From an optimization exercise on the open Yosys and OpenROAD flow, aimed at small area, a short achievable clock period and few clock cycles; shortcuts taken in it are not production practice. The RTL was checked by simulation tests, not by an equivalence proof against the original design. Power figures rest on the tool's default switching activity, not on a simulated workload.

JK:
## icf_pwm_calc
module icf_pwm_calc (
    input  wire        clk,
    input  wire        rst,
    input  wire        start,
    output reg         ready,
    input  wire [31:0] freq,       
    input  wire [31:0] clkbase,    
    input  wire [31:0] duty,       
    input  wire [31:0] phase,      
    input  wire        geom,       
    output reg         done,
    output wire [31:0] period,
    output wire [31:0] cmpa,
    output wire [31:0] phs
);
For scale: about 260 flip-flops, about 230 I/O pins, ~25000 um^2 of cells after synthesis.
clock: 15.0 ns
lec_check: 0
cap_margin: 20
core_margin: 2
core_utilization: 40
slew_margin: 20
standard.sh (not shown) runs the stock make flow with config.mk's settings and CLKGATE_MAP_FILE= SYNTH_SCRIPT=/design/flow/synth_recipe.tcl, a recipe that flattens the netlist after the stock synthesis.
==> flow/flow/run.sh <==
#!/bin/bash
# Standard ORFS layout (the standard.sh, standard synthesis unchanged), with
# timing repair asked to leave a setup slack margin, so that repair_timing works
# on the paths that set the achieved clock period. The SDC is not changed.
set -euo pipefail
export SETUP_SLACK_MARGIN=10
bash standard.sh > orfs_flow.log 2>&1
JK ended with every stage complete and zero timing, DRC or antenna violations.
Testbench counts of JK, summed over its fixed seeds: cycles 16,731.
Input changes introduced in MS (baseline for comparison: JK):
==> flow/run.sh (new file) <==
#!/bin/bash
# synth_recipe.tcl (not shown) runs the flow's synth.tcl, then flattens the netlist and writes it again
# the make line also repeats each setting of config.mk as NAME=value (left out here)
make -C /OpenROAD-flow-scripts/flow DESIGN_CONFIG=/design/flow/config.mk WORK_HOME=/design/flow/orfs CLKGATE_MAP_FILE= SYNTH_SCRIPT=/design/flow/synth_recipe.tcl finish
removed: flow/flow/run.sh
removed: flow/standard.sh
## What came out
Diff JK -> MS | power | down by a few percent
Sort JK and MS by multi-input logic area, descending, and JK comes first.
Against JK as the reference, MS delivers a lower achievable frequency.
Going from JK to MS, routed wire length shrank slightly.
The end point of the critical path comes out ready in one run and r_h[10]$_SDFF_PP0_ in the other, namely in JK and MS respectively.
Total of hold buffers inserted after clock tree synthesis: JK vs MS identical
Diff JK -> MS | internal power contribution | down slightly
Reported for JK and MS, starting density of the core turned out identical to the last digit.
Critical-path cell with the highest stage delay = sky130_fd_sc_hd__dfxtp_4: JK; critical-path cell with the highest stage delay = sky130_fd_sc_hd__nor4_4: MS
Of JK and MS, JK shows the higher number of ordinary and repair buffers in the finished layout, with MS below it.

* * *

rev 12:
icf_pwm_calc, a different RTL version from the one above (not shown whole).
For scale: about 270 flip-flops, about 230 I/O pins, roughly 0.024 mm² of cells after synthesis.
clock: 15.0 ns
lec_check: 0
cap_margin: 20
core_margin: 2
core_utilization: 40
slew_margin: 20
==> flow/flow/run.sh <==
#!/bin/bash
# Standard ORFS layout (the standard.sh, standard synthesis unchanged), with
# timing repair asked to leave a setup slack margin, so that repair_timing works
# on the paths that set the achieved clock period. The SDC is not changed.
set -euo pipefail
export SETUP_SLACK_MARGIN=10
bash standard.sh > orfs_flow.log 2>&1
Rev 12 finished every step from synthesis to the final layout, and the layout passed the timing, design-rule and antenna checks.
Testbench counts of rev 12, summed over its fixed seeds: cycles 16,739.
[inputs] rev 13 vs rev 12
-- flow/flow/run.sh --
<<< rev 12, line 6
export SETUP_SLACK_MARGIN=10
>>> rev 13, line 6
export SETUP_SLACK_MARGIN=10.4
## What came out
Compared with rev 12, in rev 13 wire length picked up an extra 3.8%, global-route wire length before repair climbed 3100 µm.
Max met2 routing resource usage after global routing across rev 12 and rev 13: rev 13
met2 wire length of rev 13 exceeds that of rev 12 slightly.

* * *

== alpha ==
Another version of the RTL of icf_pwm_calc (not shown whole).
Size: roughly 2,900 cells after synthesis, ~270 flip-flops, ~230 I/O pins.
Design icf_pwm_calc, start of the top module:
module icf_pwm_calc (
    input  wire        clk,
    input  wire        rst,
    input  wire        start,
    output reg         ready,
    input  wire [31:0] freq,       
    input  wire [31:0] clkbase,    
    input  wire [31:0] duty,       
    input  wire [31:0] phase,      
    input  wire        geom,       
    output reg         done,
    output wire [31:0] period,
    output wire [31:0] cmpa,
    output wire [31:0] phs
);
Settings: LEC_CHECK=0, CAP_MARGIN=20, CORE_MARGIN=2, CORE_UTILIZATION=40, SLEW_MARGIN=20; clock period 15.0 ns.
==> flow/flow/run.sh <==
#!/bin/bash
# Standard ORFS layout (the standard.sh, standard synthesis unchanged), with
# timing repair asked to leave a setup slack margin, so that repair_timing works
# on the paths that set the achieved clock period, and plain buf_2 cells for the
# port buffers (every port is still buffered). The SDC is not changed.
set -euo pipefail
export SETUP_SLACK_MARGIN=10.8
export BUFFER_PORTS_ARGS="-buffer_cell sky130_fd_sc_hd__buf_2"
bash standard.sh > orfs_flow.log 2>&1
Testbench counts of alpha, summed over its fixed seeds: cycles 16,739.
### alpha -> beta
Settings: a change of CORE_UTILIZATION from 40 to 55.
diff --git a/flow/flow/run.sh b/flow/flow/run.sh
--- a/flow/flow/run.sh
+++ b/flow/flow/run.sh
@@ -5,5 +5,5 @@
 # port buffers (every port is still buffered). The SDC is not changed.
 set -euo pipefail
-export SETUP_SLACK_MARGIN=10.8
+export SETUP_SLACK_MARGIN=10.55
 export BUFFER_PORTS_ARGS="-buffer_cell sky130_fd_sc_hd__buf_2"
 bash standard.sh > orfs_flow.log 2>&1
==> run summary <==
Clock-cell share of area: alpha vs beta — no meaningful difference. Area of all placed cells without fillers ended up about 4.5% lower on beta than on alpha. [compare] base=alpha new=beta: fraction of registers with async set/reset has remained practically unchanged; number of placement rows has decreased.
[inputs] gamma vs beta
Settings: changing CORE_UTILIZATION from 55 to 40.
==> flow/flow/run.sh <==
#!/bin/bash
# Standard ORFS layout (the standard.sh, standard synthesis unchanged), with
# timing repair asked to leave a setup slack margin, so that repair_timing works
# on the paths that set the achieved clock period. The SDC is not changed.
set -euo pipefail
export SETUP_SLACK_MARGIN=10.4
bash standard.sh > orfs_flow.log 2>&1
Findings:
Share of cell area taken by multi-input logic gates: gamma lower than beta
gamma reports its endpoint of the worst setup timing path as period[23] while beta reports r_h[8].
gamma ends up with a post-route minimum period that is 0.13 ns higher than in beta.
The via count of gamma is lower than that of beta.
Diff beta -> gamma: routed wire length up about 7%, sequential power up about 3%, sum of internal, switching and leakage power up 0.36%.
Diff beta -> gamma: fraction of power consumed by the clock network increased by 1.1 points relative to the old numbers, cell count of the worst hold path went up, final cycle utilization of the critical path increased 0.87 points.
Relative to gamma, the following input files were edited for delta:
Settings: CORE_UTILIZATION now 55, was 40.
==> flow/flow/run.sh <==
#!/bin/bash
# Standard ORFS layout (the standard.sh, standard synthesis unchanged), with
# timing repair asked to leave a setup slack margin, so that repair_timing works
# on the paths that set the achieved clock period, and plain buf_2 cells for the
# port buffers (every port is still buffered). The SDC is not changed.
set -euo pipefail
export SETUP_SLACK_MARGIN=10.4
export BUFFER_PORTS_ARGS="-buffer_cell sky130_fd_sc_hd__buf_2"
bash standard.sh > orfs_flow.log 2>&1
Summary of the comparison: wire length on met3 is higher in delta, relative to gamma.
From gamma to delta the numbers moved as follows: final standard cell area without fillers lost 1800 µm²; number of distinct library cells after synthesis neither gained nor lost much; power in sequential cells lost about 3%.
Met2 routing resource usage after global routing: delta higher than gamma
The core of delta is more densely filled than that of gamma.
Proportion of power drawn by flip-flops and latches, delta and gamma: lower on delta
When delta is set beside gamma, its wire length reported by the detailed router turns out to be 6700 µm smaller.

* * *

The RTL this note starts from:
==> flow/design.v <==
module icf_pwm_calc (
    input  wire        clk,
    input  wire        rst,
    input  wire        start,
    output reg         ready,
    input  wire [31:0] freq,       
    input  wire [31:0] clkbase,    
    input  wire [31:0] duty,       
    input  wire [31:0] phase,      
    input  wire        geom,       
    output reg         done,
    output wire [31:0] period,
    output wire [31:0] cmpa,
    output wire [31:0] phs
);
    localparam [19:0] MILLION = 20'd1000000;
    localparam [22:0] NEG1M   = 23'h70BDC0;    
    localparam [22:0] NEG2M   = 23'h617B80;    
    reg        s_p1, s_p2, s_div, s_last, s_fin;
    reg [4:0]  cnt;              
    reg [31:0] rf;               
    reg [21:0] rd;               
    reg [21:0] rp;               
    reg        rg;               
    reg        cb_hi, rf_hi;     
    reg [63:0] x;                
    reg        qa;               
    reg        lq;               
    reg [19:0] r_q, r_h;         
    reg [31:0] g_q, g_h;         
    reg        q_m1, q_two, q_lsb, q_zc;
    reg        h_m1, h_two, h_lsb, h_zc;
    assign period = x[31:0];
    assign cmpa   = g_q;
    assign phs    = g_h;
    wire acc = start & ready;
    wire [31:0] cb     = x[63:32];
    wire        f_low  = rf[31] | (rf[30:10] == 21'd0 && rf[9:0] < 10'd1000);
    wire [30:0] f_cl   = f_low ? 31'd1000 : rf[30:0];
    wire [31:0] d_new  = rg ? {1'b0, f_cl} : {f_cl, 1'b0};
    wire [38:0] m_a  = {cb, 7'd0};
    wire [38:0] m_b  = {7'd0, cb};
    wire [38:0] m_c  = ~{5'd0, cb, 2'd0};
    wire [38:0] m_s  = m_a ^ m_b ^ m_c;
    wire [38:0] m_k  = {(m_a[37:0] & m_b[37:0]) | (m_a[37:0] & m_c[37:0]) | (m_b[37:0] & m_c[37:0]), 1'b0};
    wire [38:0] cb125;
    wire        m_co;
    pfx_add #(39) u_mul (.a(m_s), .b(m_k), .ci(1'b1), .s(cb125), .co(m_co));
    function [4:0] msb32(input [31:0] v, input hi);
        reg [15:0] v4;
        reg [7:0]  v3;
        reg [3:0]  v2;
        reg [1:0]  v1;
        begin
            msb32[4] = hi;               
            v4 = msb32[4] ? v[31:16] : v[15:0];
            msb32[3] = |v4[15:8];
            v3 = msb32[3] ? v4[15:8] : v4[7:0];
            msb32[2] = |v3[7:4];
            v2 = msb32[2] ? v3[7:4] : v3[3:0];
            msb32[1] = |v2[3:2];
            v1 = msb32[1] ? v2[3:2] : v2[1:0];
            msb32[0] = v1[1];
        end
    endfunction
    wire [4:0] m_cb  = msb32(cb, cb_hi);
    wire [4:0] m_rf  = msb32({1'b0, rf[30:0]}, rf_hi);
    wire       f_sm  = rf[31] | (~rf_hi && rf[15:9] == 7'd0);       
    wire [4:0] m_f   = f_sm ? 5'd9 : m_rf;
    wire [6:0] j_raw = {2'd0, m_cb} + {6'd0, rg} + 7'd9 - {2'd0, m_f};
    wire [4:0] j_new = ((~cb_hi & (cb[15:0] == 16'd0)) || j_raw[6]) ? 5'd0 :
                       (j_raw[5]) ? 5'd31 : j_raw[4:0];
    wire        d_neg  = rd[21];
    wire        d_big  = rd[20] || (rd[19:0] > MILLION);
    wire [19:0] dc_new = d_neg ? MILLION : d_big ? 20'd0 : (MILLION - rd[19:0]);
    wire        p_neg  = rp[21];
    wire        p_big  = rp[20] || (rp[19:0] > MILLION);
    wire [19:0] ph_new = p_neg ? 20'd0 : p_big ? MILLION : rp[19:0];
    wire [63:0] x_al = {22'd0, r_q[18:0], r_h, 3'd0} << (~cnt);
    wire [33:0] dv_diff;
    wire        dv_co;
    pfx_add #(34) u_div (.a({1'b0, x[63:31]}), .b(~{2'b0, rf}), .ci(1'b1), .s(dv_diff), .co(dv_co));
    wire        dv_ge   = ~dv_diff[33];
    wire [31:0] dv_rem  = dv_ge ? dv_diff[31:0] : x[62:31];
    wire [63:0] x_step  = {dv_rem, x[30:0], dv_ge};
    wire [31:0] p_out = rg ? (x[31:0] - 32'd1) : x[31:0];
    wire        a   = qa;
    wire [19:0] dcq = rd[19:0];
    wire [19:0] phh = rp[19:0];
    wire [22:0] uq    = {2'b0, r_q, 1'b0};
    wire [22:0] xq    = a ? {3'd0, dcq} : 23'd0;
    wire [22:0] sq    = uq + xq;
    wire [22:0] sq_m1 = uq + xq + NEG1M;
    wire [22:0] sq_m2 = uq + xq + NEG2M;
    wire        q_ge1 = ~sq_m1[22];
    wire        q_ge2 = ~sq_m2[22];
    wire [19:0] rq_n  = q_ge2 ? sq_m2[19:0] : q_ge1 ? sq_m1[19:0] : sq[19:0];
    wire        q_dm1 = lq & ~q_ge1;
    wire        q_zc_n = q_dm1 & ~((r_q == 20'd0) & (~a | (dcq == 20'd0)));
    wire [22:0] uh    = {2'b0, r_h, 1'b0};
    wire        hn    = lq & ~a;
    wire [22:0] xh    = hn ? {3'b111, ~phh} : (a & ~lq) ? {3'd0, phh} : 23'd0;
    wire [22:0] sh    = uh + xh + {22'd0, hn};
    wire [22:0] sh_m1 = uh + xh + (NEG1M + {22'd0, hn});
    wire [22:0] sh_m2 = uh + xh + (NEG2M + {22'd0, hn});
    wire        h_lt0 = sh[22];
    wire        h_ge1 = ~h_lt0 & ~sh_m1[22];
    wire        h_ge2 = ~h_lt0 & ~sh_m2[22];
    wire [19:0] rh_n  = h_ge2 ? sh_m2[19:0] : h_ge1 ? sh_m1[19:0] : sh[19:0];
    wire        h_zc_n = h_lt0 & ~((r_h == 20'd0) & (phh == MILLION));
    function [31:0] incdec(input [31:0] g, input up, input dn);
        reg [31:0] t;
        reg        c;
        integer i;
        begin
            t = dn ? ~g : g;
            c = up | dn;
            for (i = 0; i < 32; i = i + 1) begin
                incdec[i] = g[i] ^ c;
                c = c & t[i];
            end
        end
    endfunction
    wire [31:0] gq_a  = incdec(g_q, q_two, q_m1);
    wire [31:0] gq_n  = (q_zc & (g_q == 32'd0)) ? 32'd0 : {gq_a[30:0], q_lsb | q_m1};
    wire [31:0] gh_a  = incdec(g_h, h_two, h_m1);
    wire [31:0] gh_n  = (h_zc & (g_h == 32'd0)) ? 32'd0 : {gh_a[30:0], h_lsb | h_m1};
    always @(posedge clk) begin
        if (rst) begin
            ready  <= 1'b1;
            s_p1   <= 1'b0;
            s_p2   <= 1'b0;
            s_div  <= 1'b0;
            s_last <= 1'b0;
            s_fin  <= 1'b0;
            done   <= 1'b0;
        end else begin
            s_p1   <= acc;
            s_p2   <= s_p1;
            s_div  <= s_p2 | (s_div & (cnt != 5'd0));
            s_last <= s_div & (cnt == 5'd0);
            s_fin  <= s_last;
            ready  <= (s_div & (cnt == 5'd0)) | (ready & ~start);
            done   <= s_fin;
        end
    end
    always @(posedge clk) begin
        if (ready) begin
            rf <= freq;
            rd <= {duty[31], duty[30:20] != 11'd0, duty[19:0]};
            rp <= {phase[31], phase[30:20] != 11'd0, phase[19:0]};
            rg <= geom;
            cb_hi <= clkbase[31:16] != 16'd0;
            rf_hi <= freq[30:16] != 15'd0;
        end else if (s_p1) begin
            rf <= d_new;
            rd[19:0] <= dc_new;
            rp[19:0] <= ph_new;
        end
        if (ready)
            x[63:32] <= clkbase;
        else if (s_p2)
            x[63:32] <= x_al[63:32];
        else if (!s_p1)
            x[63:32] <= x_step[63:32];
        if (s_last)
            x[31:0] <= p_out;
        else if (s_p2)
            x[31:0] <= x_al[31:0];
        else if (s_div)
            x[31:0] <= x_step[31:0];
        qa <= s_div & dv_ge;
        lq <= s_div & (cnt == 5'd0) & rg;
        if (s_p1)
            cnt <= j_new;
        else if (s_div)
            cnt <= cnt - 5'd1;
        if (s_p1) begin
            r_q <= {1'b0, cb125[38:20]};
            r_h <= cb125[19:0];
        end else if (s_p2) begin
            r_q <= 20'd0;
            r_h <= 20'd0;
        end else begin
            r_q <= rq_n;
            r_h <= rh_n;
        end
        if (s_p2) begin
            {q_m1, q_two, q_lsb, q_zc} <= 4'd0;
            {h_m1, h_two, h_lsb, h_zc} <= 4'd0;
            g_q <= 32'd0;
            g_h <= 32'd0;
        end else begin
            q_m1  <= q_dm1;
            q_two <= ~lq & q_ge2;
            q_lsb <= lq ? ~(q_ge1 & ~q_ge2) : (q_ge1 & ~q_ge2);
            q_zc  <= q_zc_n;
            h_m1  <= h_lt0;
            h_two <= h_ge2;
            h_lsb <= h_ge1 & ~h_ge2;
            h_zc  <= h_zc_n;
            g_q   <= gq_n;
            g_h   <= gh_n;
        end
    end
endmodule
module pfx_add #(parameter W = 8) (
    input  wire [W-1:0] a,
    input  wire [W-1:0] b,
    input  wire         ci,
    output wire [W-1:0] s,
    output wire         co
);
    reg [W-1:0] g, p, gn, pn;
    integer l, i, j;
    always @* begin
        g = a & b;
        p = a ^ b;
        g[0] = g[0] | (p[0] & ci);
        for (l = 0; (1 << l) < W; l = l + 1) begin
            gn = g;
            pn = p;
            for (i = 0; i < W; i = i + 1)
                if ((i >> l) & 1) begin
                    j = ((i >> l) << l) - 1;
                    gn[i] = g[i] | (p[i] & g[j]);
                    pn[i] = p[i] & p[j];
                end
            g = gn;
            p = pn;
        end
    end
    assign s  = a ^ b ^ {g[W-2:0], ci};
    assign co = g[W-1];
endmodule
==> flow/config.mk <==
export PLATFORM = sky130hd
export DESIGN_NAME = icf_pwm_calc
export DESIGN_NICKNAME = icf_pwm_calc
export VERILOG_FILES = /design/flow/design.v
export SDC_FILE = /design/flow/constraint.sdc
export NUM_CORES = 4
export LEC_CHECK = 0
export CAP_MARGIN = 20
export CORE_MARGIN = 2
export CORE_UTILIZATION = 40
export SLEW_MARGIN = 20
==> flow/constraint.sdc <==
create_clock -name core_clock -period 15.0 [get_ports {clk}]
set_input_delay 3.0000 -clock core_clock [delete_from_list [all_inputs] [get_ports {clk}]]
set_output_delay 3.0000 -clock core_clock [all_outputs]
set_load 0.01 [all_outputs]
==> flow/flow/run.sh <==
#!/bin/bash
# Standard ORFS layout (the standard.sh, standard synthesis unchanged), with
# timing repair asked to leave a setup slack margin, so that repair_timing works
# on the paths that set the achieved clock period. The SDC is not changed.
set -euo pipefail
export SETUP_SLACK_MARGIN=10.7
bash standard.sh > orfs_flow.log 2>&1
Testbench counts at the start, summed over its fixed seeds: cycles 16,739.
==> next run, changes <==
--- a/flow/flow/run.sh
+++ b/flow/flow/run.sh
@@ -6 +6 @@
-export SETUP_SLACK_MARGIN=10.7
+export SETUP_SLACK_MARGIN=10.4
After rerunning:
- global-route usage went down by 0.29 points
- non-clock buffer count decreases by 52
- design area fell by 2.2%
- sequential power is about the same
- utilization decreases by 1.2 points
- setup slack gains 0.021 ns
- clock power rose by 3.5%
- routed wire length goes down by 0.95%
- combinational power came out lower by about 4%
- cell count drops by 1.1%
- via count went down by 1.1%

## separate check: timing with driven ports
Ports are ideal in the flow. The routed layouts listed here were re-timed in OpenROAD.
Step 1 sets driving cells, clkbuf_16 on the clock port and buf_2 on the other inputs (assumed; they add their load-dependent delay and slew).
Step 2 moves the port delays by t, midway between the first and last clock arrival at a register: inputs arrive t later, outputs are due t later. That takes back most of the time a late clock gives input paths.
Three values: ideal, step 1, step 2; two values: the first two.
run	t, ns	slack for setup (ns)	worst data-port slew with drivers (ns)
JK	0.624	10.140 / 10.075 / 10.158	0.11
MS	0.617	8.317 / 8.317 / 8.317	0.12
rev 12	0.615	10.172 / 10.132 / 10.172	0.05
rev 13	0.635	10.365 / 10.365 / 10.365	0.04
alpha	0.623	10.520 / 10.520 / 10.520	0.05
beta	0.651	10.556 / 10.556 / 10.556	0.08
gamma	0.611	10.426 / 10.360 / 10.512	0.05
delta	0.647	10.526 / 10.526 / 10.526	0.08
the first run of note 4	0.619	10.394 / 10.394 / 10.394	0.07
the second run of note 4	0.618	10.415 / 10.367 / 10.415	0.06
After both steps setup and hold are still met in every run listed.
